Source: an optimization exercise on an open RTL-to-GDS flow (aim: small area, a short achievable clock period and few clock cycles). Production flows keep margins and buffers that such runs may drop. Where RTL was checked, it was by simulation tests only, not by an equivalence proof against the original. Only the layout flow was run in runs 3 and 4; the RTL was not checked for function there. Power and IR drop assume default switching activity.

## flow/design.v (module list and top-level ports; edited modules follow where they fit)
// module qgk: 581 lines
// module qgk_lanes: 26 lines
// module qgk_rqstep: 28 lines
// module qgk_smlad: 310 lines
// module qgk_benc: 24 lines
// module qgk_add18: 55 lines
// module qgk_add32: 97 lines
// module qgk_add36: 107 lines
module qgk (
    input  wire        clk,
    input  wire        rst,
    input  wire        reg_wr,
    input  wire [6:0]  reg_addr,
    input  wire [31:0] reg_wdata,
    output reg  [31:0] reg_rdata,
    output wire        busy,
    output reg         mem_req,
    output reg         mem_we,
    output reg  [31:0] mem_addr,
    output reg  [3:0]  mem_be,
    output reg  [31:0] mem_wdata,
    input  wire        mem_ready,
    input  wire [31:0] mem_rdata
);
  // ...
==> flow/flow/run.sh <==
#!/bin/bash
# The standard ORFS layout (standard synthesis, floorplan, placement, CTS,
# routing), with two changes: the port buffers are buf_4 cells rather than the
# default delay buffers, and ORFS's timing repair is asked to keep a setup
# margin of MARGIN ns at the design's clock period. The make output goes to
# standard_flow.log; ORFS keeps each step's log under orfs/logs/.
set -euo pipefail
MARGIN=7.6
bash standard.sh SETUP_SLACK_MARGIN=$MARGIN "BUFFER_PORTS_ARGS=-buffer_cell sky130_fd_sc_hd__buf_4" finish > standard_flow.log 2>&1
==> flow/standard.sh <==
#!/bin/bash
# synth_recipe.tcl (not shown) runs the flow's synth.tcl, then flattens the netlist and writes it again
# the make line also repeats each setting of config.mk as NAME=value (left out here)
make -C /OpenROAD-flow-scripts/flow DESIGN_CONFIG=/design/flow/config.mk WORK_HOME=/design/flow/orfs CLKGATE_MAP_FILE= SYNTH_SCRIPT=/design/flow/synth_recipe.tcl "${@:-finish}"
==> flow/config.mk <==
export PLATFORM = sky130hd
export DESIGN_NAME = qgk
export DESIGN_NICKNAME = qgk
export VERILOG_FILES = /design/flow/design.v
export SDC_FILE = /design/flow/constraint.sdc
export NUM_CORES = 8
export LEC_CHECK = 0
export CAP_MARGIN = 20
export CORE_MARGIN = 2
export CORE_UTILIZATION = 62
export CTS_CLUSTER_DIAMETER = 100
export CTS_CLUSTER_SIZE = 20
export SLEW_MARGIN = 20
==> flow/constraint.sdc <==
create_clock -name core_clock -period 16.0 [get_ports {clk}]
set_input_delay 3.2000 -clock core_clock [delete_from_list [all_inputs] [get_ports {clk}]]
set_output_delay 3.2000 -clock core_clock [all_outputs]
set_load 0.01 [all_outputs]
==> run notes, run 1 <==
Run status
The flow ran to the end and the layout has no timing, DRC or antenna violations.

Global route
The pin count of the biggest net entering global routing is 100. The via count of the first global-routing pass was 72600.

Clocking
TritonCTS built the clock tree. The H-tree generated during clock tree synthesis spans 3 levels. After clock tree synthesis, the flow added hold-fix buffers numbering 0.

Power
Power attributed to the clock group is 2.20 mW. Per report_power, the Combinational row totals 4.04 mW. The total net switching power is 4.05 mW.

Across the VDD grid, the largest voltage drop is 192 uV. The share of total power dissipated in sequential elements is 0.407.

Yosys
The synthesized design contains 1121 enable-type register cells. The compound-gate portion of the synthesized area is 0.190. By instance count, the leading cell after synthesis is edfxtp_1.

Ranked by total cell area, the synthesized netlist is headed by edfxtp_1 (37%), fa_1 (6.0%), ha_1 (4.9%), mux2i_1 (4.3%), dfxtp_1 (4.1%). Of the total synthesized cell area, the portion taken by AND, OR, NAND and NOR gates is 0.106. The xor-xnor portion of the synthesized cell area is 0.0602.

Timing
After routing, the total negative slack on setup checks comes to 0 ns. For the pin with the worst max-slew slack, the measured transition is 1.31 ns. Setup repair after global routing could not meet its margin everywhere. The number of max-slew violations in the final report was 0.

Floorplanning
The horizontal die dimension is 387 um.

Drt
Detailed routing inserted a total of 79000 vias. The post-detailed-route via-to-cell ratio is 7.48.

Setup path
The endpoint of the worst-slack reg-to-reg timing path is wacc0[8]. Setup slack on the worst reg-to-reg path comes out at 7.75 ns.

Final layout
Of all the cell area in the finished design, the clock network holds 0.0240. The clock buffer instance count of the final layout is 113.

Placed design
The count of placed standard cells including taps is 10300.
Testbench counts, summed over its fixed seeds: cycles 62,166.
==> inputs of run 2 (changes only) <==
--- a/flow/config.mk
+++ b/flow/config.mk
@@ -7,7 +7,7 @@
 export LEC_CHECK = 0
 export CAP_MARGIN = 20
 export CORE_MARGIN = 2
-export CORE_UTILIZATION = 62
+export CORE_UTILIZATION = 55
 export CTS_CLUSTER_DIAMETER = 100
 export CTS_CLUSTER_SIZE = 20
 export SLEW_MARGIN = 20
==> run 2 against run 1 <==
Effect of this change: design area is 0.30% higher; sequential share of layout area is 0.12 points lower; clock power is 2% higher; cell count is 2.7% higher; first-iteration DRC count is 11% lower; worst setup slack better by 0.076 ns; global-route usage is 4.2 points lower; count of clock-buffer cells in the layout is 3 higher; maximum frequency is 0.88% higher; critical path type unchanged; largest cell class unchanged; largest power group unchanged; highest routed layer unchanged.
==> run notes, run 2 <==
Global route
The first global-routing pass estimated 533000 um of wire. In the global route stage, met1 resource usage came out at 0.574. The via count of the first global-routing pass is 71900 (-0.95%). Global routing finished with a remaining overflow of 0. The layer with the highest usage after global routing is met2. The global routing met3 resource utilization is 0.157. For met2 alone, demand over resource in global routing was 0.632.

The total global routing track utilization is 0.442. The pin count of the biggest net entering global routing came to 99 (-1.0%). The initial antenna violation count is 29.

Run status
The run finished with no timing, DRC or antenna violations.

Floorplanning
The die outline area is 0.169 sq mm. The I/O pin count is 178. The effective utilization at floorplan is 0.552. The floorplan has 149 rows. The core box area is 0.165 sq mm.

The horizontal die dimension is 411 um (+6.1%). The die extent in y is 411 um.

Timing
The actual slew at the worst max-slew pin is 1.22 ns (-0.0911 ns). The final critical-path share of the clock period is 0.539. On the final layout, the worst hold slack is 0.486 ns.

The final-layout setup total negative slack is 0 ns (unchanged). The worst-case headroom to the max-slew limit is 0.185. For this run, the top clock speed supported by timing is 0.116 GHz. The number of max-slew violations in the final report is 0 (unchanged).

Setup repair after global routing could not meet its margin everywhere. Across the routed clock network, the largest skew measured is 0.0756 ns. For the finished layout, the period the worst path requires is 8.62 ns. Setup violations remaining at the end of the flow were counted as 0. The number of failing hold endpoints at the final stage is 0.

Final layout
From synthesis to final layout, the design area changed by 7.92%. The register containing the most flip-flops in the final layout is la_r. The final net count is 9298. The number of flip-flops in the largest register is 60. Leaving out fill and tap cells, the most frequent cell in the layout is edfxtp_1. After the flow finishes, the layout carries non-filler instances totaling 10800.

Of the cells placed in the final design, the portion with a size suffix greater than 1 is 0.0990. In the layout the commonest cells are edfxtp_1 (1121), nand2_1 (607), nor2_1 (520). The final cell utilization of the core is 0.596. The final instance area is 0.0981 sq mm.

Power
The cell area power density is 108 mW/mm^2. The combinational share of power is 0.382. The worst-case vdd ir drop was 157 uV (-18%). In this run the static leakage power is 37.6 nW. Of the total power, the share spent switching nets is 0.383. The power share of the sequential group is 0.404 (-0.003). The internal power of the cells totals 6.51 mW.

The total net switching power is 4.04 mW (-0.16%). The clock group share of total power is 0.213.

Clocking
Clock tree synthesis found a total of 1309 sinks. The clock reaches the later pin of the worst-skew pair after 0.77 ns. The total clock buffers created by CTS is 79.

The buffer type at the clock tree root is clkbuf_16. No sink is reached through more buffers than the 3 on the longest clock path. The number of H-tree levels is 3 (unchanged). The quantity of hold-fixing buffers added after cts is 0 (unchanged). Clock-pin slew was measured on the worst setup and hold paths at 0.09 ns.

TritonCTS built the clock tree.

Yosys
The Yosys step of the flow raised 3 warnings. Summing every instance area after synthesis gives 0.0909 sq mm. Synthesis inferred 1309 register bits.

The number of synthesized flops with an enable pin is 1121 (unchanged). By area the synthesized netlist is led by edfxtp_1 (37%), fa_1 (6.0%), ha_1 (4.9%), mux2i_1 (4.3%), dfxtp_1 (4.1%). The area share of the largest cell type after synthesis is 0.370. The most numerous cell in the Yosys netlist is edfxtp_1. The distinct cell type count after synthesis is 91. The most area-hungry cell type in the Yosys netlist is edfxtp_1. Of the synthesized area, sequential elements account for 0.412.

By count the netlist is led by edfxtp_1 (1121), nand2_1 (613), clkbuf_1 (564). The gate count of the mapped netlist is 8750. A synthesized cell averages 10.4 sq um. The share of flip-flops with an asynchronous set or reset after synthesis is 0. The primary flip-flop cell chosen by synthesis mapping is edfxtp_1.

Setup path
For this design, the slowest cell found on the critical path is nand4_1. Measured in cells, the most critical reg-to-reg path has a length of 21. The worst-path maximum fanout is 24.

The critical path runs through a total of 9 cells. For this run, the slowest stage of the critical path takes 0.56 ns. The worst setup path category is in -> out. At the worst endpoint, the arrival time is 5.42 ns. The element type at the critical path end is a primary output. The worst setup path is launched from a primary input. The cell type with the highest occurrence count on the critical path is buf_6.

The required time reported for the critical path endpoint is 12.80 ns. The critical path contains buffers and inverters numbering 4 combined. The gate family responsible for the most delay along the worst path is buffers and inverters. The signal on the critical path passes through buf_6 > nor2_1 > nand3_1 > buf_6 > nor2_2 > buf_8 > a222oi_1 > nand4_1 > buf_4.

Drt
In this run, the number of DRC markers left after iteration 0 of detailed routing was 13000. The final routed wirelength across all metal layers is 383000 um. Before antenna repair, the detailed router went through 12 iterations. The count of nets left with antenna violations once routing finished came out at 0. Dividing the detail-routed wire length by the instance count gives 35.3 um. The vias after detailed routing came to 77200 (-2.3%). The post-detailed-route via-to-cell ratio came to 7.11 (-4.9%). After detailed routing, the number of remaining DRC violations is 0.

Flow run
The tool flagged a number of max-cap violations equal to 0.

Placed design
The weighted congestion at the end of routability-driven global placement is 1.01. The wire-length estimate of the detail-placed layout is 278000 um. The post-detailed-placement cell area is 0.0939 sq mm. The count of buffers from port buffering is 173. The count of placed standard cells including taps is 10600 (+2.9%).

Worst hold path
The tightest min-delay check is of the reg -> reg type. The worst hold path cell count is 2.
run 2: cell types whose count changed in the layout (fill, tap and decap cells not counted), sizes merged:
cell and change:
nor3 -1, bufbuf -1, inv +3, and2 -2
diode -8, buf +16, clkbuf +3
run 2: power by group through the flow:
stage               Clock, mW  Sequential, mW  Combinational [mW]
finish                   2.25            4.27                4.03
global route             2.36            4.26                4.32
CTS                      2.25            4.24                3.85
detailed placement          0            4.32                3.81
global placement            0            4.32                3.75
floorplan                   0            4.16                2.61
run 2: path summary, 6_finish.rpt:
kind	startpoint	end	slack (ns)
setup reg to reg	la_r[12]	wacc1[15]	7.67
setup / recovery	reg_addr[4]	reg_rdata[0]	7.38
hold reg to reg	st_cause[2]	st_cause[2]	0.49
hold / removal	st_cause[2]	st_cause[2]	0.49
run 2: metal layers:
layer | share of wire | vias up
li1 | - | 32300
met5 | 0.00067 | -
met3 | 0.14 | 1306
met1 | 0.36 | 37600
met2 | 0.41 | 6008
met4 | 0.078 | 28
run 2: cell type report:
cell class / instances / area, sq um
clock inverters: 16 / 272
inverters: 484 / 1820
multi-input cells: 6266 / 49500
repair buffers: 453 / 4090
fillers: 13800 / 66500
flip-flops and latches: 1309 / 37400
well taps: 2189 / 2740
diodes: 15 / 37.5
clock buffers: 116 / 2180
run 2: cells by family (layout without fill, tap and decap cells):
group	Yosys count	after routing	synth area share
compound gates	2449	2449	0.190
simple gates	2024	2025	0.106
flops	1309	1309	0.412
buf+inv	1177	1069	0.0506
fa+ha+maj	644	644	0.111
xor+xnor	625	625	0.0602
mux	521	521	0.0703
other cells	1	17	0.0000413
run 2: metrics by stage:
stage	power, mW	setup slack [ns]
final	10.5	7.38
after global routing	10.9	7.47
after CTS	10.3	7.58
after detailed placement	8.13	6.56
after global placement	8.06	6.56
after floorplan	6.76	7.67
run 2: timing repair:
| item | in CTS | in global routing |
|---|---|---|
| cloned | 8 | 5 |
| resized for setup | 91 | 51 |
| setup buffers | 42 | 39 |
| setup endpoints to repair | 43 | 101 |
| pin swaps | 30 | 35 |
run 2: tightest hold or removal path: stages, from the launching register on:
cell and delay (ns):
dfxtp_1 0.33, nand2_1 0.06, a21oi_1 0.05
==> module qgk, before the edit <==
module qgk (
    input  wire        clk,
    input  wire        rst,
    input  wire        reg_wr,
    input  wire [6:0]  reg_addr,
    input  wire [31:0] reg_wdata,
    output reg  [31:0] reg_rdata,
    output wire        busy,
    output reg         mem_req,
    output reg         mem_we,
    output reg  [31:0] mem_addr,
    output reg  [3:0]  mem_be,
    output reg  [31:0] mem_wdata,
    input  wire        mem_ready,
    input  wire [31:0] mem_rdata
);
    reg [31:0] cmd_r;
    reg        st_done, st_err;
    reg [2:0]  st_cause;
    reg [31:0] wptr, aptr, bptr, mptr, sptr, zptr, optr;
    reg [15:0] nch, klen;
    reg [7:0]  zw, zout, zin;
    reg [31:0] src, dst, len;
    reg [2:0]  pbit;
    reg [31:0] rqsum, rqmul;
    reg [7:0]  rqshift, rqres;
    reg [31:0] acc0, acc1, acc2, acc3;
    localparam S_IDLE = 5'd0,
               S_Z0   = 5'd1,    
               S_Z1   = 5'd2,
               S_BA   = 5'd3,    
               S_BB   = 5'd4,
               S_WA   = 5'd5,    
               S_WB   = 5'd6,
               S_X1   = 5'd7,    
               S_X2   = 5'd8,
               S_GW   = 5'd9,    
               S_OW   = 5'd10,   
               S_MA   = 5'd11,   
               S_MB   = 5'd12,
               S_S0   = 5'd13,
               S_S1   = 5'd14,
               S_TW   = 5'd15,   
               S_OP   = 5'd16,   
               S_U_RD = 5'd17,   
               S_U_WR = 5'd18,   
               S_P_OR = 5'd19,   
               S_P_RD = 5'd20,   
               S_P_WR = 5'd21,   
               S_C_RD = 5'd22,   
               S_C_WR = 5'd23,   
               S_RQ   = 5'd24;   
    reg [24:0] st;
    assign busy = !st[S_IDLE];
    reg [1:0]  wa, wo;
    reg        zpc;
    reg        conv;         
    reg [31:0] pw;           
    reg [15:0] ch;           
    reg [14:0] aw;           
    reg [15:0] co;           
    reg [1:0]  owk;          
    reg        fin;          
    reg [31:0] ba;           
    reg [31:0] wra, wrb;     
    reg [7:0]  za, zb;
    reg [31:0] ma, mb;
    reg [7:0]  sa, sb;
    reg [15:0] b1, b2;       
    reg [59:0] la_r;         
    reg [31:0] xr;           
    reg [17:0] x3lo, x3hi;   
    reg        xv, xc;       
    reg        bias_a, bias_b;
    reg [31:0] wacc0, wacc1, wacc2, wacc3;
    wire [7:0] wa_mask = (wa == 2'd1) ? 8'h03 : (wa == 2'd2) ? 8'h0F : 8'hFF;
    wire [2:0] hmax = (wa == 2'd1) ? 3'd7 : (wa == 2'd2) ? 3'd3 : 3'd1;
    wire [16:0] row_bytes = (wa == 2'd1) ? {3'd0, klen[15:2]} :
                            (wa == 2'd2) ? {2'd0, klen[15:1]} : {1'b0, klen};
    wire [16:0] col_bytes = (wo == 2'd1) ? {3'd0, nch[15:2]} :
                            (wo == 2'd2) ? {2'd0, nch[15:1]} : {1'b0, nch};
    wire [3:0] d_op  = reg_wdata[3:0];
    wire [1:0] d_wa  = reg_wdata[5:4];
    wire [1:0] d_wo  = reg_wdata[7:6];
    wire       d_zpc = reg_wdata[8];
    wire d_hi_zero = (reg_wdata[31:9] == 23'd0);
    wire d_req  = d_hi_zero && d_op == 4'd4 && d_wa == 2'd0 && d_wo != 2'd0 && !d_zpc;
    wire d_gemm = d_hi_zero && d_op == 4'd5 && d_wa != 2'd0 && d_wo != 2'd0;
    wire d_cdc  = d_hi_zero && (d_op == 4'd1 || d_op == 4'd2 || d_op == 4'd3) &&
                  d_wa != 2'd0 && d_wo == 2'd0 && !d_zpc;
    wire [3:0] d_umask = (d_wa == 2'd1) ? 4'hF : (d_wa == 2'd2) ? 4'h7 : 4'h3;
    wire [1:0] d_nmask = (d_wo == 2'd1) ? 2'h3 : 2'h1;
    wire d_dims_ok  = ((nch[1:0] & d_nmask) == 2'd0) && ((klen[3:0] & d_umask) == 4'd0);
    wire d_align_ok = (wptr[1:0] == 2'd0) && (aptr[1:0] == 2'd0) &&
                      (bptr[1:0] == 2'd0) && (mptr[1:0] == 2'd0);
    wire d_pbit_ok  = (d_wa == 2'd1) ? !pbit[0] : (d_wa == 2'd2) ? (pbit[1:0] == 2'd0) : (pbit == 3'd0);
    wire d_grp = (d_wa == 2'd1) ? (len[31:4] != 28'd0) :
                 (d_wa == 2'd2) ? (len[31:3] != 29'd0) : (len[31:2] != 30'd0);
    reg [4:0] d_st;         
    reg [2:0] d_cause;
    always @(*) begin
        d_st    = S_IDLE;
        d_cause = 3'd0;
        if (!(d_req || d_gemm || d_cdc))
            d_cause = 3'd1;
        else if (d_req)
            d_st = S_RQ;
        else if (d_op == 4'd5) begin
            if (!d_dims_ok)
                d_cause = 3'd2;
            else if (!d_align_ok)
                d_cause = 3'd3;
            else if (nch != 16'd0)
                d_st = d_zpc ? S_Z0 : S_BA;
        end else if (d_op == 4'd1) begin
            if (dst[0])
                d_cause = 3'd3;
            else if (len != 32'd0)
                d_st = S_U_RD;
        end else if (d_op == 4'd2) begin
            if (!d_pbit_ok)
                d_cause = 3'd4;
            else if (src[0])
                d_cause = 3'd3;
            else if (len != 32'd0)
                d_st = S_P_RD;
        end else begin
            if (src[1:0] != 2'd0 || dst[1:0] != 2'd0)
                d_cause = 3'd3;
            else if (d_grp)
                d_st = S_C_RD;
            else if (len != 32'd0)
                d_st = S_U_RD;
        end
    end
    wire cmd_wr = reg_wr && st[S_IDLE] && (reg_addr[6:2] == 5'h00);
    always @(*) begin
        mem_req = st[S_Z0] | st[S_Z1] | st[S_BA] | st[S_BB] | st[S_WA] | st[S_WB] | st[S_X1] |
                  st[S_X2] | st[S_OW] | st[S_MA] | st[S_MB] | st[S_S0] | st[S_S1] | st[S_U_RD] |
                  st[S_U_WR] | st[S_P_OR] | st[S_P_RD] | st[S_P_WR] | st[S_C_RD] | st[S_C_WR];
    end
    wire ack = mem_req && mem_ready;
    wire [7:0]  rd_byte = mem_rdata[{ba[1:0], 3'b000} +: 8];
    wire [7:0]  rd_next = mem_rdata[{ba[1:0] + 2'd1, 3'b000} +: 8];
    wire [2:0]  gj       = (wa == 2'd1) ? aw[2:0] : (wa == 2'd2) ? {1'b0, aw[1:0]} : {2'b0, aw[0]};
    wire [2:0]  cj       = (wa == 2'd1) ? pw[3:1] : (wa == 2'd2) ? {1'b0, pw[2:1]} : {2'b0, pw[1]};
    reg         f_last_j;    
    reg         f_c_end;     
    wire [2:0]  cj_n = st[S_C_RD] ? 3'd0 : (st[S_C_WR] && ack) ? cj + 3'd1 : cj;
    reg         f_last_grp;  
    reg         f_k_zero;    
    reg         f_ch_zero;   
    reg         f_p_or;      
    reg         f_p_cy;      
    reg         f_c_tail;    
    wire        ow_need  = (wo != 2'd1) || !ch[1];
    wire        o_half   = (wo == 2'd3) && !owk[1] && (ba[1:0] != 2'd3);
    wire        ow_cend  = (wo != 2'd3) || o_half || owk[1];
    wire        b_cross  = (ba[1:0] == 2'd3);
    wire [31:0] e_boff = (wa == 2'd1) ? {2'd0, pw[31:2]} : (wa == 2'd2) ? {1'b0, pw[31:1]} : pw;
    wire [2:0]  e_bit  = (wa == 2'd1) ? {pw[1:0], 1'b0} : (wa == 2'd2) ? {pw[0], 2'b0} : 3'd0;
    wire [3:0]  p_bsum = {1'b0, e_bit} + {1'b0, pbit};
    wire [1:0]  pw_lo_n  = st[S_IDLE] ? 2'd0 : (st[S_P_WR] && ack) ? pw[1:0] + 2'd1 : pw[1:0];
    wire [2:0]  e_bit_n  = (wa == 2'd1) ? {pw_lo_n, 1'b0} : (wa == 2'd2) ? {pw_lo_n[0], 2'b0} : 3'd0;
    wire [3:0]  p_bsum_n = {1'b0, e_bit_n} + {1'b0, pbit};
    wire        e_nbyte = (wa == 2'd3) || (wa == 2'd2 && pw[0]) || (wa == 2'd1 && pw[1:0] == 2'b11);
    reg         f_last_aw;   
    reg         f_last_ch;   
    reg         f_pw_end;    
    reg         f_c_last;    
    wire [29:0] c_grp_pw  = (wa == 2'd1) ? {2'd0, pw[31:4]} : (wa == 2'd2) ? {1'b0, pw[31:3]} : pw[31:2];
    wire [29:0] c_grp_len = (wa == 2'd1) ? {2'd0, len[31:4]} : (wa == 2'd2) ? {1'b0, len[31:3]} : len[31:2];
    wire        c_tail    = (wa == 2'd1) ? (len[3:0] != 4'd0) : (wa == 2'd2) ? (len[2:0] != 3'd0) : (len[1:0] != 2'd0);
    wire        last_grp  = ({aw, 1'b0} + {12'd0, hmax, 1'b0} + 16'd2 == klen);
    reg  [31:0] pw_op;
    always @(*) begin
        pw_op = 32'd0;
        if (st[S_WB] && f_last_grp) pw_op = {17'd0, row_bytes[16:2]};
        if (st[S_C_WR])             pw_op = 32'd1;
    end
    wire [31:0] pw_nx;
    wire        pw_co;
    qgk_add32 u_pwadd (.a(pw), .b(pw_op), .cin(1'b1), .s(pw_nx), .cout(pw_co));
    always @(posedge clk) begin
        f_last_aw <= ({aw, 1'b0} + 16'd2 == klen);
        f_last_ch <= (ch + 16'd2 == nch);
        f_pw_end  <= (pw_nx == len);
        f_c_last  <= (c_grp_pw + 30'd1 == c_grp_len);
        f_last_grp <= last_grp;
        f_k_zero  <= (klen == 16'd0);
        f_ch_zero <= (ch == 16'd0);
        f_p_or    <= (p_bsum_n[2:0] != 3'd0);
        f_p_cy    <= p_bsum_n[3];
        f_c_tail  <= c_tail;
        f_last_j  <= (gj == hmax);
        f_c_end   <= (cj_n == hmax);
    end
    wire        rq_idle;     
    wire        snap;        
    wire       c_end = f_c_end;
    wire       last_j = f_last_j;
    wire       s_end = (st[S_S0] && !b_cross) || st[S_S1];      
    wire       o_end = st[S_OW] && ow_cend && owk[0];           
    wire       gap   = (st[S_BB] && f_k_zero) || (st[S_X2] && f_last_aw);
    wire       g_rdy = f_ch_zero || rq_idle;
    wire       g_ow  = !f_ch_zero && ow_need;
    reg [24:0] st_adv;
    always @(*) begin
        st_adv         = 25'd0;
        st_adv[S_IDLE] = st[S_IDLE] || (o_end && fin) || ((st[S_U_WR] || st[S_P_WR]) && f_pw_end) ||
                         (st[S_C_WR] && c_end && f_c_last && !f_c_tail) || (st[S_RQ] && rq_idle);
        st_adv[S_Z0]   = s_end && !f_last_ch && zpc;
        st_adv[S_Z1]   = st[S_Z0] && b_cross;
        st_adv[S_BA]   = (st[S_Z0] && !b_cross) || st[S_Z1] || (s_end && !f_last_ch && !zpc);
        st_adv[S_BB]   = st[S_BA];
        st_adv[S_WA]   = (st[S_BB] && !f_k_zero) || (st[S_X2] && !f_last_aw && last_j);
        st_adv[S_WB]   = st[S_WA];
        st_adv[S_X1]   = st[S_WB] || (st[S_X2] && !f_last_aw && !last_j);
        st_adv[S_X2]   = st[S_X1];
        st_adv[S_GW]   = (gap && !g_rdy) || (st[S_GW] && !rq_idle);
        st_adv[S_OW]   = ((gap || st[S_GW]) && g_rdy && g_ow) || (st[S_OW] && !(ow_cend && owk[0])) ||
                         (st[S_TW] && rq_idle);
        st_adv[S_MA]   = ((gap || st[S_GW]) && g_rdy && !g_ow) || (o_end && !fin);
        st_adv[S_MB]   = st[S_MA];
        st_adv[S_S0]   = st[S_MB];
        st_adv[S_S1]   = st[S_S0] && b_cross;
        st_adv[S_TW]   = (s_end && f_last_ch) || (st[S_TW] && !rq_idle);
        st_adv[S_U_RD] = (st[S_U_WR] && !f_pw_end) || (st[S_C_WR] && c_end && f_c_last && f_c_tail);
        st_adv[S_U_WR] = st[S_U_RD];
        st_adv[S_P_RD] = st[S_P_WR] && !f_pw_end;
        st_adv[S_P_OR] = st[S_P_RD] && f_p_or;
        st_adv[S_P_WR] = (st[S_P_RD] && !f_p_or) || st[S_P_OR];
        st_adv[S_C_RD] = st[S_C_WR] && c_end && !f_c_last;
        st_adv[S_C_WR] = st[S_C_RD] || (st[S_C_WR] && !c_end);
        st_adv[S_RQ]   = st[S_RQ] && !rq_idle;
    end
    wire [24:0] st_n = st[S_IDLE] ? (cmd_wr ? (25'd1 << d_st) : (25'd1 << S_IDLE)) :
                       (mem_req && !mem_ready) ? st : st_adv;
    always @(posedge clk) begin
        if (cmd_wr) begin
            pw <= 32'd0;
            ch <= 16'd0;
            co <= 16'd0;
        end
        if (ack && (st[S_WB] || st[S_U_WR] || st[S_P_WR] || st[S_C_WR]))
            pw <= pw_nx;
        if (ack && (st[S_S1] || (st[S_S0] && !b_cross)) && !f_last_ch)
            ch <= ch + 16'd2;
        if (ack && st[S_BB])
            aw <= 15'd0;
        if (ack && st[S_X2])
            aw <= aw + 15'd1;
        if ((ack && st[S_BB]) || st[S_TW])
            owk <= 2'd0;
        if (ack && st[S_OW]) begin
            owk <= !ow_cend ? (2'b10 | owk) : {1'b0, ~owk[0]};
            if (ow_cend && owk[0])
                co <= co + ((wo == 2'd3) ? 16'd2 : 16'd1);
        end
    end
    wire [1:0]  owk_n = st[S_OW] ? (!ow_cend ? (2'b10 | owk) : {1'b0, ~owk[0]}) : 2'b00;
    wire        from_s  = (st[S_S0] || st[S_S1]);
    wire        op_adv  = o_end && fin;
    wire [31:0] a_base =
        ({32{st_adv[S_Z0] | st_adv[S_Z1]}} & zptr) |
        ({32{st_adv[S_BA] | st_adv[S_BB]}} & bptr) |
        ({32{st_adv[S_WA] | st_adv[S_WB]}} & wptr) |
        ({32{st_adv[S_X1] | st_adv[S_X2]}} & aptr) |
        ({32{st_adv[S_OW] | op_adv}} & optr) |
        ({32{st_adv[S_MA] | st_adv[S_MB]}} & mptr) |
        ({32{st_adv[S_S0] | st_adv[S_S1]}} & sptr) |
        ({32{st_adv[S_U_RD] | st_adv[S_C_RD] | st_adv[S_P_RD]}} & src) |
        ({32{st_adv[S_U_WR] | st_adv[S_C_WR] | st_adv[S_P_OR] | st_adv[S_P_WR]}} & dst);
    wire [31:0] a_off1 =
        ({32{st_adv[S_Z0] | st_adv[S_S0]}} & {16'd0, ch}) |
        ({32{st_adv[S_Z1] | st_adv[S_S1]}} & {16'd0, ch[15:1], 1'b1}) |
        ({32{st_adv[S_BA] | st_adv[S_MA]}} & {14'd0, ch, 2'b00}) |
        ({32{st_adv[S_BB] | st_adv[S_MB]}} & {14'd0, ch[15:1], 1'b1, 2'b00}) |
        ({32{st_adv[S_WA] | st_adv[S_WB]}} & {pw[29:0], 2'b00}) |
        ({32{st_adv[S_X1] | st_adv[S_X2]}} & {15'd0, aw, 2'b00}) |
        ({32{st_adv[S_OW]}} & {16'd0, co}) |
        ({32{op_adv}} & {15'd0, col_bytes}) |
        ({32{st_adv[S_U_RD] | st_adv[S_C_RD] | st_adv[S_P_OR] | st_adv[S_P_WR]}} & e_boff) |
        ({32{st_adv[S_U_WR] | st_adv[S_C_WR] | st_adv[S_P_RD]}} & {pw[30:0], 1'b0});
    wire [16:0] a_off2 =
        ({17{st_adv[S_Z0] & from_s}} & 17'd2) |
        ({17{st_adv[S_BA] & from_s}} & 17'd8) |
        ({17{st_adv[S_WB]}} & row_bytes) |
        ({17{st_adv[S_X1] & st[S_X2]}} & 17'd4) |
        ({17{st_adv[S_X2]}} & {klen, 1'b0}) |
        ({17{(st_adv[S_OW] & owk_n[0]) | op_adv}} & col_bytes) |
        ({17{(st_adv[S_U_RD] | st_adv[S_C_RD]) & st[S_C_WR]}} & ((wa == 2'd3) ? 17'd2 : 17'd1)) |
        ({17{st_adv[S_C_WR] & st[S_C_WR]}} & 17'd4) |
        ({17{st_adv[S_P_RD] & st[S_P_WR]}} & 17'd2);
    wire        a_cin  = (st_adv[S_OW] & owk_n[1]) | (st_adv[S_U_RD] & st[S_U_WR] & e_nbyte) |
                         ((st_adv[S_P_OR] | st_adv[S_P_WR]) & f_p_cy);
    wire [31:0] a_o2  = {15'd0, a_off2};
    wire [31:0] a_ps  = a_base ^ a_off1 ^ a_o2;
    wire [31:0] a_pc  = (a_base & a_off1) | (a_base & a_o2) | (a_off1 & a_o2);
    wire [31:0] na = a_ps + {a_pc[30:0], a_cin};
    wire [17:0] lane_a, lane_b;
    qgk_lanes u_lane_a (.x(st[S_C_RD] ? mem_rdata : wra), .j(conv ? cj_n : gj), .code(wa),
                        .z(conv ? zin : za), .l(lane_a));
    qgk_lanes u_lane_b (.x(wrb), .j(gj), .code(wa), .z(zb), .l(lane_b));
    wire [31:0] cv_word = {{7{la_r[17]}}, la_r[17:9], {7{la_r[8]}}, la_r[8:0]};
    wire [7:0]  u_fld   = (rd_byte >> e_bit) & wa_mask;
    wire [15:0] u_half  = {8'd0, u_fld} - {8'd0, (conv ? zin : 8'd0)};
    wire [15:0] p_half  = ba[1] ? mem_rdata[31:16] : mem_rdata[15:0];
    wire [7:0]  p_sat   = p_half[15] ? 8'd0 : (p_half > {8'd0, wa_mask}) ? wa_mask : p_half[7:0];
    wire [7:0]  p_old   = wrb[{ba[1:0], 3'b000} +: 8];
    wire [7:0]  p_byte  = (f_p_or ? p_old : 8'd0) | (wra[7:0] << p_bsum[2:0]);
    wire [15:0] o_fld   = owk[0] ? b2 : b1;
    wire [7:0]  o_byte  = (wo != 2'd3) ? o_fld[15:8] : owk[1] ? o_fld[15:8] : o_fld[7:0];
    always @(*) begin
        mem_addr  = {ba[31:2], 2'b00};
        mem_we    = 1'b0;
        mem_be    = 4'd0;
        mem_wdata = 32'd0;
        if (st[S_U_WR]) begin
                mem_we    = 1'b1;
                mem_be    = ba[1] ? 4'b1100 : 4'b0011;
                mem_wdata = {2{wra[15:0]}};
        end
        if (st[S_C_WR]) begin
                mem_we    = 1'b1;
                mem_be    = 4'b1111;
                mem_wdata = cv_word;
        end
        if (st[S_P_WR]) begin
                mem_we    = 1'b1;
                mem_be    = 4'b0001 << ba[1:0];
                mem_wdata = {4{p_byte}};
        end
        if (st[S_OW]) begin
                mem_we    = 1'b1;
                if (o_half) begin
                    mem_be    = 4'b0011 << ba[1:0];
                    mem_wdata = (ba[1:0] == 2'd0) ? {16'd0, o_fld} :
                                (ba[1:0] == 2'd1) ? {8'd0, o_fld, 8'd0} : {o_fld, 16'd0};
                end else begin
                    mem_be    = 4'b0001 << ba[1:0];
                    mem_wdata = {4{o_byte}};
                end
        end
    end
    always @(*) begin
        case (reg_addr[6:2])
            5'h00:   reg_rdata = cmd_r;
            5'h01:   reg_rdata = {24'd0, 1'b0, st_cause, 2'b00, st_err, st_done};
            5'h02:   reg_rdata = wptr;
            5'h03:   reg_rdata = aptr;
            5'h04:   reg_rdata = bptr;
            5'h05:   reg_rdata = mptr;
            5'h06:   reg_rdata = sptr;
            5'h07:   reg_rdata = zptr;
            5'h08:   reg_rdata = optr;
            5'h09:   reg_rdata = {klen, nch};
            5'h0A:   reg_rdata = {8'd0, zin, zout, zw};
            5'h0B:   reg_rdata = src;
            5'h0C:   reg_rdata = dst;
            5'h0D:   reg_rdata = len;
            5'h0E:   reg_rdata = {29'd0, pbit};
            5'h0F:   reg_rdata = rqsum;
            5'h10:   reg_rdata = rqmul;
            5'h11:   reg_rdata = {24'd0, rqshift};
            5'h12:   reg_rdata = {24'd0, rqres};
            5'h14:   reg_rdata = acc0;
            5'h15:   reg_rdata = acc1;
            5'h16:   reg_rdata = acc2;
            5'h17:   reg_rdata = acc3;
            default: reg_rdata = 32'd0;
        endcase
    end
    wire [17:0] x3lo_n, x3hi_n;
    wire        x3c0, x3c1;
    qgk_add18 u_x3lo (.a({{2{mem_rdata[15]}}, mem_rdata[15:0]}), .b({mem_rdata[15], mem_rdata[15:0], 1'b0}),
                      .cin(1'b0), .s(x3lo_n), .cout(x3c0));
    qgk_add18 u_x3hi (.a({{2{mem_rdata[31]}}, mem_rdata[31:16]}), .b({mem_rdata[31], mem_rdata[31:16], 1'b0}),
                      .cin(1'b0), .s(x3hi_n), .cout(x3c1));
    wire [14:0] bd_al, bd_ah, bd_bl, bd_bh;
    qgk_benc u_benc_al (.a(lane_a[8:0]),   .d(bd_al));
    qgk_benc u_benc_ah (.a(lane_a[17:9]),  .d(bd_ah));
    qgk_benc u_benc_bl (.a(lane_b[8:0]),   .d(bd_bl));
    qgk_benc u_benc_bh (.a(lane_b[17:9]),  .d(bd_bh));
    wire [31:0] mac_a, mac_b;
    qgk_smlad u_mac_a (.a0(la_r[14:0]),  .a1(la_r[29:15]), .x0(xr[15:0]), .x1(xr[31:16]),
                       .t0(x3lo), .t1(x3hi), .acc(bias_a ? xr : xc ? wacc1 : wacc0), .q(mac_a));
    qgk_smlad u_mac_b (.a0(la_r[44:30]), .a1(la_r[59:45]), .x0(xr[15:0]), .x1(xr[31:16]),
                       .t0(x3lo), .t1(x3hi), .acc(bias_b ? xr : xc ? wacc3 : wacc2), .q(mac_b));
    always @(posedge clk) begin
        xr   <= mem_rdata;
        x3lo <= x3lo_n;
        x3hi <= x3hi_n;
        la_r <= (st[S_BA] || st[S_BB]) ? 60'd0 : conv ? {42'd0, lane_a} : {bd_bh, bd_bl, bd_ah, bd_al};
        if (bias_a || (xv && !xc)) wacc0 <= mac_a;
        if (bias_a || (xv &&  xc)) wacc1 <= mac_a;
        if (bias_b || (xv && !xc)) wacc2 <= mac_b;
        if (bias_b || (xv &&  xc)) wacc3 <= mac_b;
    end
    localparam R_IDLE = 2'd0, R_LOAD = 2'd1, R_PSH = 2'd2, R_MUL = 2'd3;
    reg [1:0]  rq_ph;
    reg [31:0] rq_pre;
    reg        rq_pb;
    reg [31:0] rq_a;
    reg [4:0]  rq_cnt;
    reg        rq_ovf;
    reg [1:0]  rq_k;
    reg        rq_req;
    reg        rq_fin;       
    reg        rq_fodd;      
    reg        rq_freq;      
    reg [1:0]  rq_rem;
    reg        rq_start_req;
    wire       rq_start = snap;
    wire [31:0] r_sum = rq_req ? rqsum : (rq_k == 2'd0) ? acc0 : (rq_k == 2'd1) ? acc1 :
                                         (rq_k == 2'd2) ? acc2 : acc3;
    wire [31:0] r_m   = rq_req ? rqmul : rq_k[1] ? mb : ma;
    wire [7:0]  r_s   = rq_req ? rqshift : rq_k[1] ? sb : sa;
    wire        r_psh = r_s[7];                          
    wire [4:0]  r_n1c = (r_s[7:5] == 3'b111) ? ~r_s[4:0] : 5'd31;    
    wire [4:0]  r_n2  = r_s[7] ? 5'd0 : (r_s[6:5] != 2'b00) ? 5'd31 : r_s[4:0];
    wire [3:0]  r_steps = 4'd7 + {1'b0, r_n2[4:2]};
    wire        r_load = (rq_ph == R_LOAD);
    wire [3:0]  r_dig = r_load ? r_sum[3:0] : rq_pre[3:0];
    wire        r_dpb = r_load ? 1'b0 : rq_pb;
    wire [31:0] r_ain = r_load ? 32'd0 : rq_a;
    wire [35:0] r_acc;
    qgk_rqstep u_rqstep (.a(r_ain), .m(r_m), .d0({r_dig[1:0], r_dpb}), .d1(r_dig[3:1]), .s(r_acc));
    wire [10:0] f_lo  = rq_a[10:0] >> rq_rem;
    wire        f_neg = rq_a[31];
    wire [2:0]  f_hm  = (rq_rem == 2'd0) ? 3'b111 : (rq_rem == 2'd1) ? 3'b110 :
                        (rq_rem == 2'd2) ? 3'b100 : 3'b000;
    wire        f_h0  = (rq_a[31:11] == 21'd0) && ((rq_a[10:8] & f_hm) == 3'd0);
    wire        f_h1  = (rq_a[31:11] == {21{1'b1}}) && ((rq_a[10:8] & f_hm) == f_hm);
    wire [8:0]  f_sum = {1'b0, f_lo[7:0]} + {1'b0, zout};
    wire [7:0]  r_max = (wo == 2'd1) ? 8'd3 : (wo == 2'd2) ? 8'd15 : 8'd255;
    wire [7:0]  f_min = (f_sum[7:0] > r_max) ? r_max : f_sum[7:0];
    wire [7:0]  r_q   = f_h0 ? ((f_sum > {1'b0, r_max}) ? r_max : f_sum[7:0]) :
                        f_h1 ? (f_sum[8] ? f_min : 8'd0) :
                        f_neg ? 8'd0 : r_max;
    always @(posedge clk) begin
        rq_fin <= 1'b0;
        if (rst) begin
            rq_ph <= R_IDLE;
        end else begin
            case (rq_ph)
                R_IDLE: begin
                    rq_k   <= 2'd0;
                    rq_req <= rq_start_req;
                    if (rq_start || rq_start_req)
                        rq_ph <= R_LOAD;
                end
                R_LOAD: begin
                    rq_rem <= r_n2[1:0];
                    if (!r_psh) begin
                        rq_a     <= r_acc[35:4];
                        rq_pre   <= {{4{r_sum[31]}}, r_sum[31:4]};
                        rq_pb    <= r_sum[3];
                        rq_cnt   <= {1'b0, r_steps} - 5'd1;
                        rq_ph    <= R_MUL;
                    end else begin
                        rq_a     <= 32'd0;
                        rq_pre   <= r_sum;
                        rq_ovf   <= 1'b0;
                        rq_cnt   <= r_n1c;
                        rq_ph    <= R_PSH;
                    end
                end
                R_PSH: begin
                    rq_ovf <= rq_ovf | (rq_pre[31] ^ rq_pre[30]);
                    rq_pre <= {rq_pre[30:0], 1'b0};
                    rq_cnt <= rq_cnt - 5'd1;
                    if (rq_cnt == 5'd0) begin
                        if (rq_ovf || (rq_pre[31] ^ rq_pre[30]))
                            rq_pre <= r_sum[31] ? 32'h8000_0000 : 32'h7FFF_FFFF;
                        rq_pb  <= 1'b0;
                        rq_cnt <= {1'b0, r_steps};
                        rq_ph  <= R_MUL;
                    end
                end
                R_MUL: begin
                    rq_a   <= r_acc[35:4];
                    rq_pre <= {{4{rq_pre[31]}}, rq_pre[31:4]};
                    rq_pb  <= rq_pre[3];
                    rq_cnt <= rq_cnt - 5'd1;
                    if (rq_cnt == 5'd0) begin
                        rq_fin  <= 1'b1;
                        rq_fodd <= rq_k[0];
                        rq_freq <= rq_req;
                        rq_k    <= rq_k + 2'd1;
                        rq_ph   <= (rq_req || rq_k == 2'd3) ? R_IDLE : R_LOAD;
                    end
                end
            endcase
        end
    end
    always @(posedge clk) begin
        if (rq_fin && !rq_freq) begin
            if (!rq_fodd)
                b1 <= (wo == 2'd1) ? {r_q[1:0], b1[15:2]} : (wo == 2'd2) ? {r_q[3:0], b1[15:4]} : {r_q, b1[15:8]};
            else
                b2 <= (wo == 2'd1) ? {r_q[1:0], b2[15:2]} : (wo == 2'd2) ? {r_q[3:0], b2[15:4]} : {r_q, b2[15:8]};
        end
    end
    assign rq_idle = (rq_ph == R_IDLE) && !rq_start && !rq_start_req;
    wire        h_wr = reg_wr && st[S_IDLE];
    wire [31:0] dz   = reg_wdata & {32{~rst}};
    wire [4:0]  ha   = reg_addr[6:2];
    assign      snap = ack && (st[S_S1] || (st[S_S0] && !b_cross));
    always @(posedge clk) begin
        if (rst || (h_wr && ha == 5'h00)) cmd_r   <= dz;
        if (rst || (h_wr && ha == 5'h02)) wptr    <= dz;
        if (rst || (h_wr && ha == 5'h03)) aptr    <= dz;
        if (rst || (h_wr && ha == 5'h04)) bptr    <= dz;
        if (rst || (h_wr && ha == 5'h05)) mptr    <= dz;
        if (rst || (h_wr && ha == 5'h06)) sptr    <= dz;
        if (rst || (h_wr && ha == 5'h07)) zptr    <= dz;
        if (rst || (h_wr && ha == 5'h08) || (ack && op_adv))
            optr <= (ack && op_adv && !rst) ? na : dz;
        if (rst || (h_wr && ha == 5'h09)) begin nch <= dz[15:0]; klen <= dz[31:16]; end
        if (rst || (h_wr && ha == 5'h0A)) begin zw <= dz[7:0]; zout <= dz[15:8]; zin <= dz[23:16]; end
        if (rst || (h_wr && ha == 5'h0B)) src     <= dz;
        if (rst || (h_wr && ha == 5'h0C)) dst     <= dz;
        if (rst || (h_wr && ha == 5'h0D)) len     <= dz;
        if (rst || (h_wr && ha == 5'h0E)) pbit    <= dz[2:0];
        if (rst || (h_wr && ha == 5'h0F)) rqsum   <= dz;
        if (rst || (h_wr && ha == 5'h10)) rqmul   <= dz;
        if (rst || (h_wr && ha == 5'h11)) rqshift <= dz[7:0];
        if (rst || (rq_fin && rq_freq)) rqres <= r_q & {8{~rst}};
        if (rst || snap) begin
            acc0 <= wacc0 & {32{~rst}};
            acc1 <= wacc1 & {32{~rst}};
            acc2 <= wacc2 & {32{~rst}};
            acc3 <= wacc3 & {32{~rst}};
        end
    end
    always @(posedge clk) begin
        rq_start_req <= 1'b0;
        xv           <= 1'b0;
        bias_a       <= 1'b0;
        bias_b       <= 1'b0;
        st    <= rst ? (25'd1 << S_IDLE) : st_n;
        if (st[S_IDLE])
            ba <= (reg_wdata[3:0] == 4'd5) ? (reg_wdata[8] ? zptr : bptr) : src;
        else if (!(mem_req && !mem_ready))
            ba <= na;
        if (rst) begin
            st_done  <= 1'b0;
            st_err   <= 1'b0;
            st_cause <= 3'd0;
        end else begin
            if (cmd_wr) begin
                wa    <= d_wa;
                wo    <= d_wo;
                zpc   <= d_zpc;
                conv  <= (d_op == 4'd3);
                za    <= zw;
                zb    <= zw;
                st_done  <= 1'b1;
                st_err   <= (d_cause != 3'd0);
                st_cause <= d_cause;
                rq_start_req <= d_req;
            end
            if (ack && st[S_Z0]) begin za <= rd_byte; zb <= rd_next; end
            if (ack && st[S_Z1]) zb <= rd_byte;
            if (ack && st[S_BA]) bias_a <= 1'b1;
            if (ack && st[S_BB]) begin bias_b <= 1'b1; fin <= 1'b0; end
            if (ack && (st[S_WA] || st[S_C_RD])) wra <= mem_rdata;
            if (ack && st[S_U_RD]) wra[15:0] <= u_half;
            if (ack && st[S_P_RD]) wra[7:0] <= p_sat;
            if (ack && (st[S_WB] || st[S_P_OR])) wrb <= mem_rdata;
            if (ack && st[S_X1]) begin xv <= 1'b1; xc <= 1'b0; end
            if (ack && st[S_X2]) begin xv <= 1'b1; xc <= 1'b1; end
            if (ack && st[S_MA]) ma <= mem_rdata;
            if (ack && st[S_MB]) mb <= mem_rdata;
            if (ack && st[S_S0]) begin sa <= rd_byte; sb <= rd_next; end
            if (ack && st[S_S1]) sb <= rd_byte;
            if (st[S_TW]) fin <= 1'b1;
        end
    end
endmodule
==> inputs of run 3 (changes only) <==
--- a/flow/design.v
+++ b/flow/design.v
@@ -153,9 +153,10 @@
     reg         f_p_or;      
     reg         f_p_cy;      
     reg         f_c_tail;    
-    wire        ow_need  = (wo != 2'd1) || !ch[1];
-    wire        o_half   = (wo == 2'd3) && !owk[1] && (ba[1:0] != 2'd3);
-    wire        ow_cend  = (wo != 2'd3) || o_half || owk[1];
+    wire        ow_need  = (wo == 2'd3) || (wo == 2'd2 && !ch[1]) || (wo == 2'd1 && ch[2:1] == 2'b00);
+    wire        o_full   = !fin || (wo == 2'd3) || (wo == 2'd2 && ch[1]) || (wo == 2'd1 && ch[2]);
+    wire        o_half   = o_full && !owk[1] && (ba[1:0] != 2'd3);
+    wire        ow_cend  = !o_full || o_half || owk[1];
     wire        b_cross  = (ba[1:0] == 2'd3);
     wire [31:0] e_boff = (wa == 2'd1) ? {2'd0, pw[31:2]} : (wa == 2'd2) ? {1'b0, pw[31:1]} : pw;
     wire [2:0]  e_bit  = (wa == 2'd1) ? {pw[1:0], 1'b0} : (wa == 2'd2) ? {pw[0], 2'b0} : 3'd0;
@@ -255,7 +256,7 @@
         if (ack && st[S_OW]) begin
             owk <= !ow_cend ? (2'b10 | owk) : {1'b0, ~owk[0]};
             if (ow_cend && owk[0])
-                co <= co + ((wo == 2'd3) ? 16'd2 : 16'd1);
+                co <= co + (o_full ? 16'd2 : 16'd1);
         end
     end
     wire [1:0]  owk_n = st[S_OW] ? (!ow_cend ? (2'b10 | owk) : {1'b0, ~owk[0]}) : 2'b00;
@@ -310,7 +311,7 @@
     wire [7:0]  p_old   = wrb[{ba[1:0], 3'b000} +: 8];
     wire [7:0]  p_byte  = (f_p_or ? p_old : 8'd0) | (wra[7:0] << p_bsum[2:0]);
     wire [15:0] o_fld   = owk[0] ? b2 : b1;
-    wire [7:0]  o_byte  = (wo != 2'd3) ? o_fld[15:8] : owk[1] ? o_fld[15:8] : o_fld[7:0];
+    wire [7:0]  o_byte  = (!o_full || owk[1]) ? o_fld[15:8] : o_fld[7:0];
     always @(*) begin
         mem_addr  = {ba[31:2], 2'b00};
         mem_we    = 1'b0;
==> run 3 against run 2 <==
Effect of this change: still clean; via count grew 1.1%; sequential share of layout area grew 0.17 points; core utilization shrank 0.40 points; flip-flop and latch count is the same; highest routed layer unchanged.
==> run notes, run 3 <==
Clocking
The clock network latency to the later pin of the worst-skew pair was 0.78 ns (about the same). The total clock buffers created by CTS is 80 (+1.3%). The clock net sink count is 1309 (unchanged). The number of H-tree levels was 3 (unchanged). The quantity of hold-fixing buffers added after cts was 0 (unchanged). The register clock-pin slew on the reported worst setup and hold paths is 0.09 ns (about the same). The buffer type at the clock tree root is clkbuf_16. The deepest clock path buffer count is 3 (unchanged).

TritonCTS built the clock tree.

Yosys
The flip-flop and latch count after synthesis is 1309 (unchanged). The compound-gate portion of the synthesized area is 0.194 (+0.00446). The xor-xnor portion of the synthesized cell area came to 0.0596 (-0.000579). After synthesis, the cell types taking the most area are edfxtp_1 (37%), fa_1 (6.0%), ha_1 (4.9%), mux2i_1 (4.3%), dfxtp_1 (4.1%). The share of flip-flops with an asynchronous set or reset after synthesis is 0 (unchanged). The area share of the largest cell type after synthesis is 0.369 (-0.00171).

The post-synthesis instance area is 0.0913 sq mm (+0.46%). The distinct cell type count after synthesis is 108 (+19%). The gate count of the mapped netlist is 8935 (+2.1%). For this run, the leading register cell type out of synthesis is edfxtp_1. The average cell area after synthesis is 10.2 sq um (-1.6%). The sequential area share after synthesis came to 0.410 (-0.00190). The main combinational cell family by area after synthesis is compound AO/OA/AOI/OAI gates. The number of synthesized flops with an enable pin was 1121 (unchanged). Of all cell types, the one taking the most synthesized area is edfxtp_1. The commonest cells after synthesis are edfxtp_1 (1121), nand2_1 (663), nor2_1 (549).

The simple logic cell fraction of the synthesized area is 0.112 (+0.00581). The number of warnings printed during yosys synthesis was 3 (unchanged). The share of synthesized area spent on multiplexers was 0.0616 (-0.00870). The most numerous cell in the Yosys netlist is edfxtp_1. The arithmetic-cell share of the synthesized area counting full adders, half adders and majority gates was 0.110 (-0.000538).

Worst hold path
The min-delay analysis places its worst path in the category reg -> reg.

Global route
The total global routing track utilization is 0.442 (about the same). The initial antenna violation count is 25 (-14%). The via count of the first global-routing pass was 72500 (+0.88%). The wire length of the first global-routing pass is 536000 um (+0.54%). The pin count of the biggest net entering global routing is 101 (+2.0%).

The sum of overflow across all layers after global routing is 0 (unchanged).

Power
The worst-case vdd ir drop is 272 uV (+73%). The cell area power density is 143 mW/mm^2 (+33%). The leakage component of the power is 37.4 nW (-0.53%). The final total power is 14.0 mW (+33%).

Floorplanning
The effective utilization at floorplan came to 0.553 (+0.00130). The die extent in y is 411 um (+0.23%). The I/O pin count came to 178 (unchanged). The die outline area came to 0.169 sq mm (+0.46%).

The number of rows created at floorplan is 149 (unchanged). The horizontal die dimension is 411 um (+0.23%). The core box area was 0.165 sq mm (+0.23%).

Setup path
Among all stages on the critical path, the largest delay is contributed by nand4_1. The critical path goes through buf_12 > or2_4 > nor3_4 > buf_6 > a22o_4 > a221oi_4 > nand3_1 > nor2_1 > nand4_1 > buf_4. The highest cell delay on the worst timing path is 0.40 ns (-0.16 ns). STA classifies the critical path startpoint as a primary input. The required time reported for the critical path endpoint came to 12.80 ns (about the same).

The worst-path maximum fanout is 7 (-71%). The gate family responsible for the most delay along the worst path is simple AND/OR/NAND/NOR gates. The worst setup path category is in -> out.

The number of buffer and inverter stages on the critical path was 3 (-1). The element type at the critical path end is a primary output. The data arrival time of the critical path is 5.33 ns (-0.09 ns).

Placed design
The sum of net half-perimeters after detailed placement is 278000 um (about the same). The count of placed standard cells including taps was 10700 (+1.3%). The count of buffers from port buffering came to 173 (unchanged). The weighted congestion at the end of routability-driven global placement is 1.01 (+0.90%).

Drt
The met2 wirelength from detailed routing came to 157000 um (-0.16%). The number of violations reported at the end of detailed-routing iteration 0 came to 13700 (+4.8%). The number of iterations in the first detailed-routing pass came to 30 (+18). The vias after detailed routing is 78000 (+1.1%). The wire length on met1 is 141000 um (+1.0%). The post-detailed-route via-to-cell ratio is 7.13 (+0.25%).

The total DRC errors in the routed layout was 0 (unchanged). The wire length on met3 was 54900 um (-1.2%). The routed wire length per instance is 35.1 um (-0.58%). The final routed wirelength across all metal layers is 384000 um (+0.22%). The number of antenna-violating nets in the routed design was 0 (unchanged). Routed signal wires occupy layers up through met5.

Final layout
Leaving out fill and tap cells, the most frequent cell in the layout is edfxtp_1. The post-layout instance count excluding filler cells is 10900 (+0.81%). The number of flip-flops in the largest register was 60 (unchanged). From synthesis to final layout, the design area changed by 6.95%. The proportion of layout cells with a drive suffix above 1 is 0.0909 (-0.00812). The top cell types in the final layout, fill and taps aside, are edfxtp_1 (1121), nand2_1 (654), o21ai_0 (537). The register with the most flip-flops in the final layout is la_r. The final net count is 9394 (+1.0%). The number of filler cells placed in the layout is 14000 (+1.7%).

Timing
The actual slew at the worst max-slew pin came to 1.36 ns (+0.135 ns). The final-layout setup total negative slack came to 0 ns (unchanged). The clock period minus worst slack is 8.53 ns (-0.0904 ns).

Setup repair after global routing could not meet its margin everywhere. The final critical-path share of the clock period is 0.533 (-0.00565). The number of max-slew violations in the final report is 0 (unchanged).

The top achievable clock speed was 0.117 GHz (+1.1%). The number of failing hold endpoints at the final stage was 0 (unchanged). The final number of setup-violating endpoints is 0 (unchanged). The worst-case clock skew is 0.0687 ns (-0.00694 ns). The worst-case headroom to the max-slew limit was 0.0881 (-0.0964).

Run status
The flow ran to the end and the layout has no timing, DRC or antenna violations.

Flow run
The number of max-capacitance violations reported is 0 (unchanged).
## run 3: path summary, 6_finish.rpt
| path | from | end | slack [ns] | depth (start not counted) |
|---|---|---|---|---|
| setup / recovery | reg_addr[6] | reg_rdata[6] | 7.47 | 10 |
| hold / removal | st_cause[1] | st_cause[1] | 0.48 | 2 |
| setup reg to reg | xc | wacc3[28] | 7.56 | 18 |
| hold reg to reg | st_cause[1] | st_cause[1] | 0.48 | 2 |
## run 3: kinds of logic (layout without fill, tap and decap cells)
logic type,count (synthesis),count (layout)
other cells,1,15
mux,482,482
fa+ha+maj,644,644
buf+inv,1200,997
simple gates,2152,2153
compound gates,2526,2526
flops,1309,1309
xor+xnor,621,621
## run 3: power breakdown
part	total (mW)	switching [mW]	internal, mW
Clock	2.25	1.29	0.961
Combinational	7.26	4.38	2.87
Sequential	4.49	0.304	4.19
## run 3: metal layers
layer | vias to the layer above | track usage
met1 | 38000 | 0.580
li1 | 32600 | -
met5 | - | 0
met4 | 24 | 0.279
met2 | 5993 | 0.628
met3 | 1327 | 0.145
## run 3: worst reg2reg max path, stage by stage (launching register included)
cell      delay (ns)
edfxtp_1        0.33
buf_4           0.45
buf_6           0.59
mux2i_1         0.91
o21ai_0         0.36
fa_1            0.54
fa_1            0.54
inv_1           0.05
fa_1            0.60
inv_1           0.07
ha_1            0.40
and3_1          0.23
nand2_1         0.08
or3_1           0.39
o211a_1         0.28
o31ai_1         0.26
a21o_1          0.79
nand2_2         0.57
a21oi_1         0.70
## run 3: final cells by class
class	instances	area (sq um)	area share
clock buffers	106	2110	0.0216
flip-flops and latches	1309	37400	0.383
repair buffers	392	3300	0.0338
well taps	2189	2740	0.0280
diodes	13	32.5	0.000333
inverters	479	1800	0.0184
multi-input cells	6428	49900	0.511
clock inverters	20	309	0.00316
## run 3: stage by stage
| stage | hold slack (ns) | setup slack (ns) | cell area (sq um) | util |
|---|---|---|---|---|
| 5_1_grt | 0.497 | 7.48 | 97600 | 0.592 |
| 6_report | 0.477 | 7.47 | 97700 | 0.592 |
| 2_1_floorplan | 0.401 | 7.70 | 91300 | - |
| 3_3_place_gp | 0.434 | 6.43 | 93900 | 0.569 |
| 3_5_place_dp | 0.439 | 6.36 | 93900 | 0.569 |
| 4_1_cts | 0.465 | 7.49 | 97000 | 0.588 |
## run 3: what timing repair did
item / in CTS / in global routing
setup buffers: 19 / 30
cloned: 2 / 3
resized for setup: 96 / 74
endpoints found under the setup margin: 91 / 125
pin swaps: 20 / 21
==> inputs of run 4 (changes only) <==
--- a/flow/design.v
+++ b/flow/design.v
@@ -410,7 +410,7 @@
     reg        rq_fin;       
     reg        rq_fodd;      
     reg        rq_freq;      
-    reg [1:0]  rq_rem;
+    reg [2:0]  rq_rem;
     reg        rq_start_req;
     wire       rq_start = snap;
     wire [31:0] r_sum = rq_req ? rqsum : (rq_k == 2'd0) ? acc0 : (rq_k == 2'd1) ? acc1 :
@@ -420,19 +420,20 @@
     wire        r_psh = r_s[7];                          
     wire [4:0]  r_n1c = (r_s[7:5] == 3'b111) ? ~r_s[4:0] : 5'd31;    
     wire [4:0]  r_n2  = r_s[7] ? 5'd0 : (r_s[6:5] != 2'b00) ? 5'd31 : r_s[4:0];
-    wire [3:0]  r_steps = 4'd7 + {1'b0, r_n2[4:2]};
+    wire        r_n2big = (r_n2[4:2] != 3'd0);
+    wire [3:0]  r_steps = 4'd7 + {1'b0, r_n2[4:2]} - {3'd0, r_n2big};
+    wire [2:0]  r_rem   = r_n2big ? {1'b1, r_n2[1:0]} : {1'b0, r_n2[1:0]};
     wire        r_load = (rq_ph == R_LOAD);
     wire [3:0]  r_dig = r_load ? r_sum[3:0] : rq_pre[3:0];
     wire        r_dpb = r_load ? 1'b0 : rq_pb;
     wire [31:0] r_ain = r_load ? 32'd0 : rq_a;
     wire [35:0] r_acc;
     qgk_rqstep u_rqstep (.a(r_ain), .m(r_m), .d0({r_dig[1:0], r_dpb}), .d1(r_dig[3:1]), .s(r_acc));
-    wire [10:0] f_lo  = rq_a[10:0] >> rq_rem;
+    wire [14:0] f_lo  = rq_a[14:0] >> rq_rem;
     wire        f_neg = rq_a[31];
-    wire [2:0]  f_hm  = (rq_rem == 2'd0) ? 3'b111 : (rq_rem == 2'd1) ? 3'b110 :
-                        (rq_rem == 2'd2) ? 3'b100 : 3'b000;
-    wire        f_h0  = (rq_a[31:11] == 21'd0) && ((rq_a[10:8] & f_hm) == 3'd0);
-    wire        f_h1  = (rq_a[31:11] == {21{1'b1}}) && ((rq_a[10:8] & f_hm) == f_hm);
+    wire [6:0]  f_hm  = 7'b1111111 << rq_rem;            
+    wire        f_h0  = (rq_a[31:15] == 17'd0) && ((rq_a[14:8] & f_hm) == 7'd0);
+    wire        f_h1  = (rq_a[31:15] == {17{1'b1}}) && ((rq_a[14:8] & f_hm) == f_hm);
     wire [8:0]  f_sum = {1'b0, f_lo[7:0]} + {1'b0, zout};
     wire [7:0]  r_max = (wo == 2'd1) ? 8'd3 : (wo == 2'd2) ? 8'd15 : 8'd255;
     wire [7:0]  f_min = (f_sum[7:0] > r_max) ? r_max : f_sum[7:0];
@@ -452,7 +453,7 @@
                         rq_ph <= R_LOAD;
                 end
                 R_LOAD: begin
-                    rq_rem <= r_n2[1:0];
+                    rq_rem <= r_rem;
                     if (!r_psh) begin
                         rq_a     <= r_acc[35:4];
                         rq_pre   <= {{4{r_sum[31]}}, r_sum[31:4]};
==> run 4 against run 3 <==
Effect of this change: worst hold slack worse by 0.0039 ns; synthesized cell count shrank 0.73%; maximum frequency is 2.2% lower; clock skew is 0.023 ns lower; clock power barely moved; core utilization rose by 0.65 points; worst setup slack worse by 0.19 ns; critical path type unchanged; power fell by 2.3%; flip-flop and latch count grew 1; first-iteration DRC count increased by 2.8%; sequential power barely moved; synthesized area shrank 0.18%.
==> run notes, run 4 <==
Yosys
The average cell area after synthesis was 10.3 sq um (+0.56%). The number of warnings printed during yosys synthesis is 3 (unchanged). The flip-flop and latch count after synthesis came to 1310 (+0.076%). The post-synthesis instance area is 0.0912 sq mm (-0.18%).

The sequential area share after synthesis is 0.411 (+0.00105). The primary flip-flop cell chosen by synthesis mapping is edfxtp_1. By instance count, the leading cell after synthesis is edfxtp_1. By area the synthesized netlist is led by edfxtp_1 (37%), fa_1 (6.0%), ha_1 (4.9%), mux2i_1 (4.6%), dfxtp_1 (4.1%). The distinct cell type count after synthesis is 111 (+2.8%). The area share of the largest cell type after synthesis is 0.370 (+0.000977).

The number of synthesized flops with an enable pin is 1122 (+0.089%). The gate count of the mapped netlist came to 8870 (-0.73%). Of all cell types, the one taking the most synthesized area is edfxtp_1. The share of flip-flops with an asynchronous set or reset after synthesis is 0 (unchanged).

In the synthesized netlist, the cells that appear most often are edfxtp_1 (1122), nand2_1 (616), clkbuf_1 (548), nor2_1 (548), o21ai_0 (545).

Final layout
The register containing the most flip-flops in the final layout is la_r. The final net count is 9429 (+0.37%). In the layout the commonest cells are edfxtp_1 (1122), nand2_1 (610), nor2_1 (525).

The final cell utilization of the core came to 0.598 (+0.00649). The area taken by multi-input logic gates is 0.0497 sq mm (-0.40%). The proportion of layout cells with a drive suffix above 1 is 0.103 (+0.0119). The post-synthesis to final-layout area growth is 8.19%. Leaving out fill and tap cells, the most frequent cell in the layout is edfxtp_1. The number of filler cells placed in the layout is 13900 (-0.61%). The area taken by flip-flops and latches was 0.0375 sq mm (+0.11%). The number of flip-flops in the largest register is 60 (unchanged).

Placed design
The sum of net half-perimeters after detailed placement was 283000 um (+1.9%). The count of buffers from port buffering is 173 (unchanged). The weighted congestion at the end of routability-driven global placement is 1.02 (+0.60%).

Worst hold path
The worst hold path begins at st_cause[2]. The path class of the lowest-slack min-delay path is reg -> reg.

Global route
The wire length of the first global-routing pass is 540000 um (+0.70%). The total global routing track utilization came to 0.447 (+0.00560). The via count of the first global-routing pass came to 71800 (-1.0%). The sum of overflow across all layers after global routing came to 0 (unchanged). The initial antenna violation count came to 26 (+4.0%). The pin count of the biggest net entering global routing was 149 (+48%).

Floorplanning
The horizontal die dimension is 411 um (about the same). The die extent in y is 411 um (about the same). The number of rows created at floorplan is 149 (unchanged).

The core box area was 0.165 sq mm (-0.11%). The effective utilization at floorplan is 0.553 (about the same). The die outline area is 0.169 sq mm (-0.17%). The I/O pin count came to 178 (unchanged).

Power
The cell area power density is 139 mW/mm^2 (-3.2%). The leakage component of the power is 38.0 nW (+1.5%). The final total power is 13.7 mW (-2.3%). The worst-case vdd ir drop is 300 uV (+10%).

Clocking
The total clock buffers created by CTS was 81 (+1.3%). The number of H-tree levels is 3 (unchanged). The buffer type at the clock tree root is clkbuf_16.

The TritonCTS clock tree is built. The deepest clock path buffer count is 3 (unchanged). The clock network latency to the later pin of the worst-skew pair came to 0.78 ns (about the same). The register clock-pin slew on the reported worst setup and hold paths came to 0.08 ns (about the same). The clock net sink count is 1310 (+0.076%).

Setup path
In this run the critical register-to-register path is launched from rq_k[1]. The data arrival time of the critical path was 5.52 ns (+0.19 ns). The required time reported for the critical path endpoint is 12.80 ns (about the same). The launching element of the worst setup path is reg_addr[6]. The setup path with the least slack is of type in -> out. The worst setup path is launched from a primary input. The worst setup path is captured at a primary output. The worst-path maximum fanout is 19 (+12).

Drt
The number of iterations in the first detailed-routing pass is 10 (-67%). The vias after detailed routing is 78000 (-0.022%). The number of violations reported at the end of detailed-routing iteration 0 is 14000 (+2.8%). The number of antenna-violating nets in the routed design is 0 (unchanged).

The final routed wirelength across all metal layers was 389000 um (+1.3%). The routed wire length per instance was 35.4 um (+0.84%). The post-detailed-route via-to-cell ratio is 7.10 (-0.44%). The total DRC errors in the routed layout is 0 (unchanged).

Timing
The number of max-slew violations in the final report was 0 (unchanged). Setup repair after global routing could not meet its margin everywhere. The number of failing hold endpoints at the final stage is 0 (unchanged). The final-layout setup total negative slack was 0 ns (unchanged). The worst-case headroom to the max-slew limit came to 0.131 (+0.0433). The worst-case clock skew is 0.0458 ns (-0.0229 ns).

The final critical-path share of the clock period is 0.545 (+0.0118). The clock period minus worst slack was 8.72 ns (+0.188 ns). The actual slew at the worst max-slew pin is 1.27 ns (-0.0887 ns). The top achievable clock speed is 0.115 GHz (-2.2%). The final number of setup-violating endpoints is 0 (unchanged).

Flow run
The number of max-capacitance violations reported is 0 (unchanged).

Run status
The run finished with no timing, DRC or antenna violations.
-- run 4: cell count changes after synthesis, sizes merged, moves of 21 or more --
cell / delta
xor2: +31
nand3: -38
mux2i: +26
nand2: -47
nand4: -26
a21oi: +37
a211oi: +23
a221oi: -21
xnor2: -34
a22oi: -31
-- run 4: per-stage QoR --
stage                     hold WS, ns  instances  instance area (sq um)  setup WS (ns)
after global placement          0.436      10700                  93800           5.71
after floorplan                 0.409       8871                  91200           7.63
after global routing            0.503      11000                  98600           7.35
after detailed placement        0.458      10700                  93900           5.68
final                           0.473      11000                  98600           7.28
after CTS                       0.470      10900                  97700           7.50
-- run 4: cell families after synthesis --
family	count (synthesis)	share of synthesized area
XOR/XNOR	618	0.0595
buffers and inverters	1186	0.0525
AND/OR/NAND/NOR	2077	0.109
flip-flops	1310	0.411
other	1	0.0000411
adder cells (fa/ha/maj)	641	0.110
AO/OA/AOI/OAI	2531	0.195
multiplexers	506	0.0626
-- run 4: layout make-up --
cell class	instances	area share
diodes	13	0.000330
clock buffers	114	0.0218
clock inverters	24	0.00302
inverters	480	0.0183
multi-input cells	6376	0.504
flip-flops and latches	1310	0.380
well taps	2189	0.0278
repair buffers	476	0.0444
-- run 4: worst max-delay path: stages --
cell and delay, ns:
buf_12 0.12, nand3b_1 0.23, nor3b_2 0.09, buf_4 0.27
a22o_1 0.29, a221oi_1 0.19, and3_1 0.20, nand4_1 0.52
buf_4 0.38
-- run 4: path summary, 6_finish.rpt --
path | to | slack [ns] | cells past startpoint
min reg2reg | st_cause[2] | 0.47 | 2
min | st_cause[2] | 0.47 | 2
max reg2reg | rq_a[31] | 7.79 | 30
max | reg_rdata[4] | 7.28 | 9
-- run 4: metal layers --
| metal | vias to the layer above | routed length [um] | GRT usage |
|---|---|---|---|
| met2 | 6102 | 160000 | 0.639 |
| li1 | 32600 | - | - |
| met1 | 38000 | 143000 | 0.592 |
| met4 | 14 | 31300 | 0.280 |
| met3 | 1271 | 54300 | 0.138 |
| met5 | - | 104 | 0 |
-- run 4: repair_timing --
item	in CTS	in global routing
hold buffers	0	0
pin swaps	44	39
setup buffers	49	52
gates resized for setup	148	77
setup endpoints to repair	85	125
cloned	11	3
-- run 4: power breakdown --
group / switching [mW] / leakage [nW] / total, mW / internal [mW]
Clock: 1.28 / 1.18 / 2.25 / 0.973
Combinational: 4.25 / 24.3 / 6.93 / 2.69
Sequential: 0.309 / 12.5 / 4.50 / 4.19

==> what the ideal ports hide <==
The results above use ideal ports. As a check the final layouts listed here were re-extracted and re-timed, cells and wires unchanged.
Step 1 assumes that a clkbuf_16 drives the clock port and a buf_2 every other input.
Step 2 adds t to the input delays and takes it off the output delays; t is the mean of the earliest and latest rising clock arrival at the registers after step 1. Input paths then give back, and output paths get back, about the clock's delay inside the block.
Slacks: no drivers / after step 1 / after step 2; pairs: no drivers / after step 1.
run	t (ns)	slack for setup (ns)	worst hold slack (ns)	worst setup path at the end	worst slew at a driven data input, ns
run 1	0.825	7.303 / 7.134 / 6.941	0.483 / 0.483 / 0.483	input to register	0.27
run 2	0.819	7.379 / 7.254 / 6.908	0.486 / 0.486 / 0.486	input to register	0.26
run 3	0.836	7.470 / 7.266 / 6.864	0.477 / 0.477 / 0.477	input to register	0.24
run 4	0.855	7.281 / 7.209 / 6.937	0.473 / 0.473 / 0.473	input to register	0.11
After both steps every run listed still meets setup and hold. For run 3, which loses most, drivers alone change the setup slack by -0.204 ns; drivers and shift together by -0.606 ns.
